Context: an optimization exercise on an open-source flow, tuned for small area, a short achievable clock period and few clock cycles. The choices shown serve that exercise and are no tape-out recipe. In this exercise RTL edits were held to simulation tests only and were not proved equivalent to the original.

==> inputs of build 31 <==
Design bitio_core, start of the top module:
module bitio_core (
    input  wire        clk,
    input  wire        rst,
    input  wire        cmd_valid,
    output wire        cmd_ready,
    input  wire [15:0] cmd,
    input  wire [63:0] opnd,
    output wire        rsp_valid,
    input  wire        rsp_ready,
    output reg  [3:0]  rsp_status,
    output reg  [7:0]  rsp_count,
    output reg  [63:0] rsp_result,
    output wire        src_req,
    input  wire        src_ack,
    input  wire        src_exh,
    input  wire [7:0]  src_data,
    output wire        snk_req,
    output wire [7:0]  snk_data,
    input  wire        snk_ack,
    input  wire        snk_fail
);
    localparam [3:0] ST_OK = 4'd0, ST_EOD = 4'd1, ST_CAP = 4'd2, ST_PRECOND = 4'd3,
                     ST_ILLEGAL = 4'd4, ST_POSOVF = 4'd5, ST_FAULTED = 4'd6;
    reg        idle_q, dec_q, rot_q, pos_q, src_req_q, snk_req_q, fix_q, rsp_valid_q;
    reg        posw_q;             
  ...
clock: 10.0 ns
lec_check: 0
abc_area: 1
cap_margin: 20
cell_pad_in_sites_detail_placement: 1
core_margin: 2
core_utilization: 32
place_density: 0.45
slew_margin: 20
tns_end_percent: 0
standard.sh (not shown) runs the stock make flow with config.mk's settings and CLKGATE_MAP_FILE= SYNTH_SCRIPT=/design/flow/synth_recipe.tcl, a recipe that flattens the netlist after the stock synthesis.
==> flow/flow/run.sh <==
#!/bin/bash
set -euo pipefail
bash standard.sh SETUP_SLACK_MARGIN=6.8 MATCH_CELL_FOOTPRINT=0 \
  'BUFFER_PORTS_ARGS=-buffer_cell sky130_fd_sc_hd__buf_2' finish > run_standard.log 2>&1
==> inputs of build 39, as changes to build 31 <==
CORE_UTILIZATION = 25   (was 32)
PLACE_DENSITY = 0.4   (was 0.45)
==> inputs of trial 32, as changes to build 31 <==
--- a/flow/design.v
+++ b/flow/design.v
@@ -38,13 +38,12 @@
     reg        aln_q;              
     reg        ill_q, nbad_q, ro_q;    
     reg [3:0]  pc;                 
     reg [3:0]  k_q;                
     reg [3:0]  wk_q;               
     reg [3:0]  kl_q;               
-    reg [2:0]  rcn_q;              
     reg [5:0]  rot_q_amt;          
     reg        drrst_q, dwrst_q;   
     reg [3:0]  fixn;               
     reg [7:0]  snk_data_q;
     reg        short_q;            
     reg [7:0]  wl_q;               
@@ -151,25 +150,24 @@
     wire i_dec    = !(i_rfast || i_wfast || i_resp || i_rot || i_pos);
     wire [6:0] i_cnt = (o_rbitb | o_rbyte | o_rbool | o_rbits | o_rfield | i_short) ? N :
                        o_ralign ? {3'd0, ravail} : 7'd0;
     wire [7:0] i_lane0 = o_wbool ? {opnd[0], 7'd0} : opnd[63:56];
     wire [7:0] i_push0 = wpend | (i_lane0 >> wc);
     wire [15:0] i_wlp = {i_lane0, 8'd0} >> wc;
-    wire [2:0] i_rcn  = rc + (o_rbool ? 3'd1 : n[2:0]);           
     wire [3:0] i_rc3  = {1'b0, n[2:0]} + {1'b0, rcm1};
     wire [3:0] i_wc3  = {1'b0, n[2:0]} + {1'b0, wc};
     wire [3:0] i_k    = o_rbyte ? 4'd1 : o_rbool ? {3'd0, rc0} : n[6:3] + {3'd0, i_rc3[3]};
     wire [3:0] i_wk   = o_wbyte ? 4'd1 : o_wbool ? {3'd0, wc == 3'd7} : n[6:3] + {3'd0, i_wc3[3]};
     wire [7:0] rla    = rpend << rc;
     wire [7:0] i_rfld = {1'b0, rla[7:1]} >> (~N[2:0]);            
     wire [7:0] i_rlane = rla & top_mask({1'b0, N[2:0]});          
     wire       i_fld  = o_rfield | o_rbool;
     wire acc = idle_q && cmd_valid;
     wire       pull    = src_req_q && src_ack;
     wire       r_first = (pc == 4'd0);
-    wire [2:0] r_cn    = rcn_q;                                   
+    wire [2:0] r_cn    = rc + nb_q[2:0];                          
     wire [2:0] s_q     = fld_q ? r_cn : rc;                       
     wire [7:0] lmask_q = (r_cn == 3'd0) ? 8'hFF : top_mask({1'b0, r_cn});   
     wire       r_last  = (kl_q == 4'd1);
     wire [7:0] r_prev  = r_first ? (rpend & pmask) : rpend;
     wire [7:0] r_b     = r_last ? (src_data & lmask_q) : src_data;
     wire [7:0] r_win   = src_exh ? 8'd0 : win8(r_prev, r_b, s_q);
@@ -208,26 +206,21 @@
     wire d_posovf = (d_rd && rtop && d_rlo[7]) ||
                     (d_wr && wtop && d_wlo[7]) ||
                     (d_ralign && rtop3 && !rc0) ||
                     (d_walign && wtop3 && !wc0);
     wire d_faulted = fault && !ro_q;
     wire d_bad     = d_faulted || ill_q || nbad_q || d_posovf;
-    wire rst_ok    = !fault && !ill_q;
     wire [3:0] d_st = d_faulted ? ST_FAULTED : ill_q ? ST_ILLEGAL :
                       nbad_q ? ST_PRECOND : ST_POSOVF;
     wire d_rpull  = ({1'b0, nb_q} > {4'd0, ravail});
     wire dec_keep = !d_bad && (d_rd || (d_wr && x_wpush) || drot_q);
-    wire ld_opnd = !cmd_valid || (!op[5] && !op[4]) || (!op[5] && op[4] && op[3]) ||
-                   (op[5] && !op[4] && (op[3] || (!op[2] && op[1] && op[0]) ||
-                                        (op[2] && !op[1] && !op[0])));
-    wire ld_rd   = cmd_valid && !op[5] && op[4] && !op[3] && !(op[2] && op[0]);    
-    wire ld_fld  = op[2] || (op[1] && !op[0]);                     
-    wire ld_st   = cmd_valid && op[5] && op[4];                    
+    wire ld_opnd = !cmd_valid || o_pack || o_unpack || o_wbits || o_wfield || o_rrst || o_wrst;
+    wire ld_rd   = cmd_valid && op[7:4] == 4'h1 && op[3:0] <= 4'h4;
     wire [63:0] ld_val = ({64{ld_opnd}} & opnd) |
-                         {59'd0, {5{ld_st}} & {fault, fcause}} |
-                         {{8{ld_rd && !ld_fld}} & i_rlane, 48'd0, {8{ld_rd && ld_fld}} & i_rfld};
+                         {59'd0, {5{cmd_valid && o_sstat}} & {fault, fcause}} |
+                         {{8{ld_rd && !i_fld}} & i_rlane, 48'd0, {8{ld_rd && i_fld}} & i_rfld};
     wire shift   = pull || push_more || (fix_q && fixn != 4'd0);
     wire s_rot  = rot_q && !(wfl_q && !x_wpush);
     wire s_fsh  = fix_q && fixn != 4'd0;
     wire s_hold = (dec_q && dec_keep) || (fix_q && fixn == 4'd0) ||
                   !(idle_q || dec_q || rot_q || pos_q || fix_q || src_req_q || snk_req_q);
     wire w_end  = snk_fail || w_last;
@@ -424,13 +417,12 @@
             ro_q    <= i_ro;
             posw_q  <= o_wpos;
             drrst_q <= o_rrst;
             dwrst_q <= o_wrst;
             k_q     <= i_k;
             rot_q_amt <= o_unpack ? n[5:0] : (6'd0 - n[5:0]);
-            rcn_q   <= i_rcn;
             wk_q    <= i_wk;
             kl_q    <= op[4] ? i_k : i_wk;
             snk_data_q <= o_walign ? wpend : i_push0;
             short_q <= i_short;
             wl_q    <= i_wlp[7:0];
         end
CORE_UTILIZATION = 25   (was 32)
PLACE_DENSITY = 0.4   (was 0.45)
==> inputs of build 91, as changes to build 31 <==
--- a/flow/design.v
+++ b/flow/design.v
@@ -35,18 +35,12 @@
     reg        fld_q;              
     reg        unp_q;              
     reg        wfl_q;              
     reg        aln_q;              
     reg        ill_q, nbad_q, ro_q;    
     reg [3:0]  pc;                 
-    reg [3:0]  k_q;                
-    reg [3:0]  wk_q;               
-    reg [3:0]  kl_q;               
-    reg [2:0]  rcn_q;              
-    reg [5:0]  rot_q_amt;          
-    reg        drrst_q, dwrst_q;   
     reg [3:0]  fixn;               
     reg [7:0]  snk_data_q;
     reg        short_q;            
     reg [7:0]  wl_q;               
     assign cmd_ready = idle_q;
     assign rsp_valid = rsp_valid_q;
@@ -142,51 +136,53 @@
     wire i_wafast = !fault && o_walign && n0 && !wc0 && !wtop3;
     wire i_rot    = !fault && (o_pack || o_unpack || (o_wfield && !wtop)) && !n0 && le64;
     wire i_rk0    = i_rdok && !i_rneed;                           
     wire i_wk0    = i_wlegal && i_short && !i_wpush;              
     wire i_ralg   = !fault && o_ralign && n0 && !(rtop3 && !rc0);
     wire i_walg0  = !fault && o_walign && n0 && wc0;
+    wire i_rst    = !fault && (o_rrst || o_wrst) && n0;
+    wire i_rrst   = !fault && o_rrst && n0;
+    wire i_wrst   = !fault && o_wrst && n0;
     wire i_pos    = (o_rpos | o_wpos) && n0;                      
-    wire i_resp   = i_rk0 || i_wk0 || i_ralg || i_walg0 || (o_sstat && n0);
+    wire i_resp   = i_rk0 || i_wk0 || i_ralg || i_walg0 || i_rst || (o_sstat && n0);
     wire i_wfast  = (i_wlegal && i_wpush) || i_wafast;
     wire i_dec    = !(i_rfast || i_wfast || i_resp || i_rot || i_pos);
     wire [6:0] i_cnt = (o_rbitb | o_rbyte | o_rbool | o_rbits | o_rfield | i_short) ? N :
                        o_ralign ? {3'd0, ravail} : 7'd0;
     wire [7:0] i_lane0 = o_wbool ? {opnd[0], 7'd0} : opnd[63:56];
     wire [7:0] i_push0 = wpend | (i_lane0 >> wc);
     wire [15:0] i_wlp = {i_lane0, 8'd0} >> wc;
-    wire [2:0] i_rcn  = rc + (o_rbool ? 3'd1 : n[2:0]);           
-    wire [3:0] i_rc3  = {1'b0, n[2:0]} + {1'b0, rcm1};
-    wire [3:0] i_wc3  = {1'b0, n[2:0]} + {1'b0, wc};
-    wire [3:0] i_k    = o_rbyte ? 4'd1 : o_rbool ? {3'd0, rc0} : n[6:3] + {3'd0, i_rc3[3]};
-    wire [3:0] i_wk   = o_wbyte ? 4'd1 : o_wbool ? {3'd0, wc == 3'd7} : n[6:3] + {3'd0, i_wc3[3]};
     wire [7:0] rla    = rpend << rc;
     wire [7:0] i_rfld = {1'b0, rla[7:1]} >> (~N[2:0]);            
     wire [7:0] i_rlane = rla & top_mask({1'b0, N[2:0]});          
     wire       i_fld  = o_rfield | o_rbool;
     wire acc = idle_q && cmd_valid;
     wire       pull    = src_req_q && src_ack;
     wire       r_first = (pc == 4'd0);
-    wire [2:0] r_cn    = rcn_q;                                   
+    wire [7:0] r_ksum  = {1'b0, nb_q} + {5'd0, rcm1};
+    wire [3:0] k_q     = r_ksum[6:3];                             
+    wire [2:0] r_cn    = rc + nb_q[2:0];                          
     wire [2:0] s_q     = fld_q ? r_cn : rc;                       
     wire [7:0] lmask_q = (r_cn == 3'd0) ? 8'hFF : top_mask({1'b0, r_cn});   
-    wire       r_last  = (kl_q == 4'd1);
+    wire [7:0] w_ksum  = {1'b0, nb_q} + {5'd0, wc};
+    wire [3:0] wk_q    = w_ksum[6:3];                             
+    wire       r_last  = (pc + 4'd1 == k_q);
     wire [7:0] r_prev  = r_first ? (rpend & pmask) : rpend;
     wire [7:0] r_b     = r_last ? (src_data & lmask_q) : src_data;
     wire [7:0] r_win   = src_exh ? 8'd0 : win8(r_prev, r_b, s_q);
     wire [7:0] r_left  = (src_exh || s_q == 3'd0) ? 8'd0 : (r_b << s_q);
     wire [7:0] r_pre   = src_exh ? 8'd0 : win8(8'd0, r_prev, s_q);
-    wire [3:0] r_fixn  = kl_q - 4'd1;                             
+    wire [3:0] r_fixn  = k_q - pc - 4'd1;                         
     wire       push    = snk_req_q && snk_ack;
-    wire       w_last  = aln_q || (kl_q == 4'd1);
+    wire       w_last  = aln_q || (pc + 4'd1 == wk_q);
     wire [15:0] w_pair = rsp_result[63:48] >> wc;
     wire [7:0] w_next  = w_pair[7:0];                             
     wire [3:0] w_cn    = {1'b0, wc} + {1'b0, nb_q[2:0]};
     wire [7:0] w_rmask = top_mask({1'b0, w_cn[2:0]});             
     wire       push_more = push && !snk_fail && !w_last;
-    wire [5:0] rot_amt = rot_q_amt;
+    wire [5:0] rot_amt = unp_q ? nb_q[5:0] : (6'd0 - nb_q[5:0]);
     reg [63:0] rot;
     always @(*) begin
         rot = rsp_result;
         if (rot_amt[0]) rot = {rot[62:0], rot[63]};
         if (rot_amt[1]) rot = {rot[61:0], rot[63:62]};
         if (rot_amt[2]) rot = {rot[59:0], rot[63:60]};
@@ -208,26 +204,21 @@
     wire d_posovf = (d_rd && rtop && d_rlo[7]) ||
                     (d_wr && wtop && d_wlo[7]) ||
                     (d_ralign && rtop3 && !rc0) ||
                     (d_walign && wtop3 && !wc0);
     wire d_faulted = fault && !ro_q;
     wire d_bad     = d_faulted || ill_q || nbad_q || d_posovf;
-    wire rst_ok    = !fault && !ill_q;
     wire [3:0] d_st = d_faulted ? ST_FAULTED : ill_q ? ST_ILLEGAL :
                       nbad_q ? ST_PRECOND : ST_POSOVF;
     wire d_rpull  = ({1'b0, nb_q} > {4'd0, ravail});
     wire dec_keep = !d_bad && (d_rd || (d_wr && x_wpush) || drot_q);
-    wire ld_opnd = !cmd_valid || (!op[5] && !op[4]) || (!op[5] && op[4] && op[3]) ||
-                   (op[5] && !op[4] && (op[3] || (!op[2] && op[1] && op[0]) ||
-                                        (op[2] && !op[1] && !op[0])));
-    wire ld_rd   = cmd_valid && !op[5] && op[4] && !op[3] && !(op[2] && op[0]);    
-    wire ld_fld  = op[2] || (op[1] && !op[0]);                     
-    wire ld_st   = cmd_valid && op[5] && op[4];                    
+    wire ld_opnd = !cmd_valid || o_pack || o_unpack || o_wbits || o_wfield;
+    wire ld_rd   = cmd_valid && op[7:4] == 4'h1 && op[3:0] <= 4'h4;
     wire [63:0] ld_val = ({64{ld_opnd}} & opnd) |
-                         {59'd0, {5{ld_st}} & {fault, fcause}} |
-                         {{8{ld_rd && !ld_fld}} & i_rlane, 48'd0, {8{ld_rd && ld_fld}} & i_rfld};
+                         {59'd0, {5{cmd_valid && o_sstat}} & {fault, fcause}} |
+                         {{8{ld_rd && !i_fld}} & i_rlane, 48'd0, {8{ld_rd && i_fld}} & i_rfld};
     wire shift   = pull || push_more || (fix_q && fixn != 4'd0);
     wire s_rot  = rot_q && !(wfl_q && !x_wpush);
     wire s_fsh  = fix_q && fixn != 4'd0;
     wire s_hold = (dec_q && dec_keep) || (fix_q && fixn == 4'd0) ||
                   !(idle_q || dec_q || rot_q || pos_q || fix_q || src_req_q || snk_req_q);
     wire w_end  = snk_fail || w_last;
@@ -241,27 +232,32 @@
             pl   = !fld_q && k_q == t[3:0];
             pp   = fld_q && r_first && t == 6;
             r_up = (t == 7) ? 8'd0 : rsp_result[(t == 7 ? 7 : 55 - 8*t) -: 8];
             rp   = pw ? r_win : pl ? r_left : pp ? r_pre : r_up;      
             wp   = w_end ? 8'd0 : r_up;                              
             r_d[63 - 8*t -: 8] = ({8{idle_q}} & ld_val[63 - 8*t -: 8]) |
-                                 ({8{pos_q && !posw_q}} & rpos[63 - 8*t -: 8]) |
-                                 ({8{pos_q && posw_q}}  & wpos[63 - 8*t -: 8]) |
+                                 ({8{pos_q}}  & pos_sum[63 - 8*t -: 8]) |
                                  ({8{s_rot}}  & codec[63 - 8*t -: 8]) |
                                  ({8{s_fsh}}  & r_up) |
                                  ({8{s_hold}} & rsp_result[63 - 8*t -: 8]) |
                                  ({8{src_req_q}} & (src_ack ? rp : rsp_result[63 - 8*t -: 8])) |
                                  ({8{snk_req_q}} & (snk_ack ? wp : rsp_result[63 - 8*t -: 8]));
         end
     end
-    wire [7:0]  rp_lo  = {1'b0, rpos[6:0]} + {1'b0, rsp_count[6:0]};
-    wire [7:0]  wp_lo  = {1'b0, wpos[6:0]} + {1'b0, rsp_count[6:0]};
-    wire [56:0] rp_hi1 = rpos[63:7] + 57'd1;
-    wire [56:0] wp_hi1 = wpos[63:7] + 57'd1;
-    wire [63:0] rpos_sum = {rp_lo[7] ? rp_hi1 : rpos[63:7], rp_lo[6:0]};
-    wire [63:0] wpos_sum = {wp_lo[7] ? wp_hi1 : wpos[63:7], wp_lo[6:0]};
+    wire [63:0] pos_a   = (pos_q ? posw_q : upd_w) ? wpos : rpos;
+    wire [6:0]  pos_c   = (upd_r || upd_w) ? rsp_count[6:0] : 7'd0;
+    wire [7:0]  pos_lo  = {1'b0, pos_a[6:0]} + {1'b0, pos_c};
+    reg  [56:0] pos_all;           
+    integer b;
+    always @(*) begin
+        pos_all[0] = 1'b1;
+        for (b = 1; b < 57; b = b + 1)
+            pos_all[b] = &(pos_a[63:7] | ~({57{1'b1}} >> (57 - b)));
+    end
+    wire [56:0] pos_hi = pos_a[63:7] ^ ({57{pos_lo[7]}} & pos_all);
+    wire [63:0] pos_sum = {pos_hi, pos_lo[6:0]};
     task respond;
         input [3:0] st;
         input [7:0] cnt;
         begin
             rsp_valid_q <= 1'b1;
             rsp_status  <= st;
@@ -288,14 +284,14 @@
             fault       <= 1'b0;
             fcause      <= 4'd0;
         end else begin
             upd_r  <= 1'b0;
             upd_w  <= 1'b0;
             wfin_q <= 1'b0;
-            if (upd_r) rpos <= rpos_sum;
-            if (upd_w) wpos <= wpos_sum;
+            if (upd_r) rpos <= pos_sum;
+            if (upd_w) wpos <= pos_sum;
             if (wfin_q) wpend <= snk_data_q & top_mask(w_cn);
             if (acc) begin
                 idle_q    <= 1'b0;
                 src_req_q <= i_rfast;
                 snk_req_q <= i_wfast;
                 rot_q     <= i_rot;
@@ -305,12 +301,18 @@
                 rsp_status  <= ST_OK;
                 rsp_count   <= {1'b0, i_cnt};
                 upd_r  <= i_rk0 || i_ralg;
                 upd_w  <= i_wk0;
                 wfin_q <= i_wk0;
             end
+            if (acc && i_rrst)
+                rpos <= opnd;
+            if (acc && i_wrst) begin
+                wpos  <= opnd;
+                wpend <= 8'd0;
+            end
             if (dec_q) begin
                 dec_q <= 1'b0;
                 if (d_bad) begin
                     respond(d_st, 8'd0);
                     if (!d_faulted) begin
                         fault  <= 1'b1;
@@ -335,17 +337,12 @@
                     end
                 end else if (d_walign && !wc0) begin
                     snk_req_q <= 1'b1;
                 end else begin
                     respond(ST_OK, d_ralign ? {4'd0, ravail} : 8'd0);
                     upd_r <= d_ralign;
-                    if (drrst_q) rpos <= rsp_result;
-                    if (dwrst_q) begin
-                        wpos  <= rsp_result;
-                        wpend <= 8'd0;
-                    end
                 end
             end
             if (pos_q) begin
                 pos_q <= 1'b0;
                 respond(ST_OK, 8'd0);
             end
@@ -404,13 +401,15 @@
             end
         end
     end
     always @(posedge clk) begin
         if (pull && !src_exh)
             rpend <= src_data;
-        if (dec_q && !d_bad && drrst_q)
+        if (dec_q && !d_bad && d_ralign)
+            rpend <= 8'd0;
+        if (acc && (i_ralg || i_rrst))
             rpend <= 8'd0;
         if (idle_q) begin
             drd_q   <= o_rbitb | o_rbyte | o_rbool | o_rbits | o_rfield;
             dwr_q   <= o_wbitb | o_wbyte | o_wbool | o_wbits | o_wfield;
             dra_q   <= o_ralign;
             drot_q  <= o_pack || o_unpack || o_wfield;
@@ -420,29 +419,20 @@
             wfl_q   <= o_wfield;
             aln_q   <= o_walign;
             ill_q   <= i_ill;
             nbad_q  <= i_nbad;
             ro_q    <= i_ro;
             posw_q  <= o_wpos;
-            drrst_q <= o_rrst;
-            dwrst_q <= o_wrst;
-            k_q     <= i_k;
-            rot_q_amt <= o_unpack ? n[5:0] : (6'd0 - n[5:0]);
-            rcn_q   <= i_rcn;
-            wk_q    <= i_wk;
-            kl_q    <= op[4] ? i_k : i_wk;
             snk_data_q <= o_walign ? wpend : i_push0;
             short_q <= i_short;
             wl_q    <= i_wlp[7:0];
         end
         if (rot_q)
             snk_data_q <= x_push0;
         if (idle_q || dec_q || rot_q)
             pc <= 4'd0;
-        if ((pull && !src_exh) || push_more) begin
-            pc   <= pc + 4'd1;
-            kl_q <= kl_q - 4'd1;
-        end
+        if ((pull && !src_exh) || push_more)
+            pc <= pc + 4'd1;
         if (push_more)
             snk_data_q <= w_next;
     end
 endmodule
==> flow/flow/run.sh (replaced) <==
#!/bin/bash
set -euo pipefail
bash standard.sh SETUP_SLACK_MARGIN=6.8 MATCH_CELL_FOOTPRINT=0 \
  'BUFFER_PORTS_ARGS=-buffer_cell sky130_fd_sc_hd__buf_4' finish > run_standard.log 2>&1
ABC_AREA = default   (was 1)
CORE_UTILIZATION = 25   (was 32)
PLACE_DENSITY = 0.4   (was 0.45)
==> notes <==
In build 31 the synthesized cell count is larger than in build 91, by 29%. Final cell count: build 91 < build 31 < trial 32 < build 39. Cell area: build 91 < trial 32 < build 31 < build 39. Of build 31 and build 91, build 31 has the higher critical path depth (gap 3). Maximum frequency: build 91 < build 39 < build 31 < trial 32. In build 31 the routed wire length is smaller than in trial 32, by about 6%. The highest clock-buffer cell count belongs to trial 32, the lowest to build 91. Of trial 32 and build 91, trial 32 has the higher first-iteration DRC count (gap 10%, measured against build 91). Utilization: build 39 < trial 32 < build 91 < build 31.
Testbench counts of build 31, summed over its fixed seeds: cycles 15,742.
Testbench counts of build 39, summed over its fixed seeds: cycles 15,742.
Testbench counts of trial 32, summed over its fixed seeds: cycles 15,742.
Testbench counts of build 91, summed over its fixed seeds: cycles 15,678.

==> static timing again, ports no longer ideal <==
The results above use ideal ports. As a check the final layouts listed here were re-extracted and re-timed, cells and wires unchanged. Step 1 sets driving cells, clkbuf_16 on the clock port and buf_2 on the other inputs (assumed; they add their load-dependent delay and slew). Step 2 adds t to the input delays and takes it off the output delays; t is the mean of the earliest and latest rising clock arrival at the registers after step 1. Input paths then give back, and output paths get back, about the clock's delay inside the block. Three values: ideal, step 1, step 2; two values: the first two.
run | t (ns) | setup slack, ns | hold WS [ns] | worst setup path at the end | worst register clock-pin slew, ns
build 31 | 0.665 | 6.370 / 6.396 / 5.730 | 0.494 / 0.494 / 0.494 | input to register | 0.06 / 0.06
build 39 | 0.676 | 6.333 / 6.384 / 5.708 | 0.492 / 0.492 / 0.492 | input to register | 0.07 / 0.07
trial 32 | 0.673 | 6.374 / 6.331 / 5.731 | 0.462 / 0.462 / 0.462 | input to register | 0.07 / 0.07
build 91 | 0.678 | 5.848 / 5.860 / 5.214 | 0.493 / 0.493 / 0.493 | input to register | 0.08 / 0.08
After both steps setup and hold are still met in every run listed. The setup slack of trial 32, which loses most, moves by -0.043 ns with the drivers and by -0.643 ns with both steps.
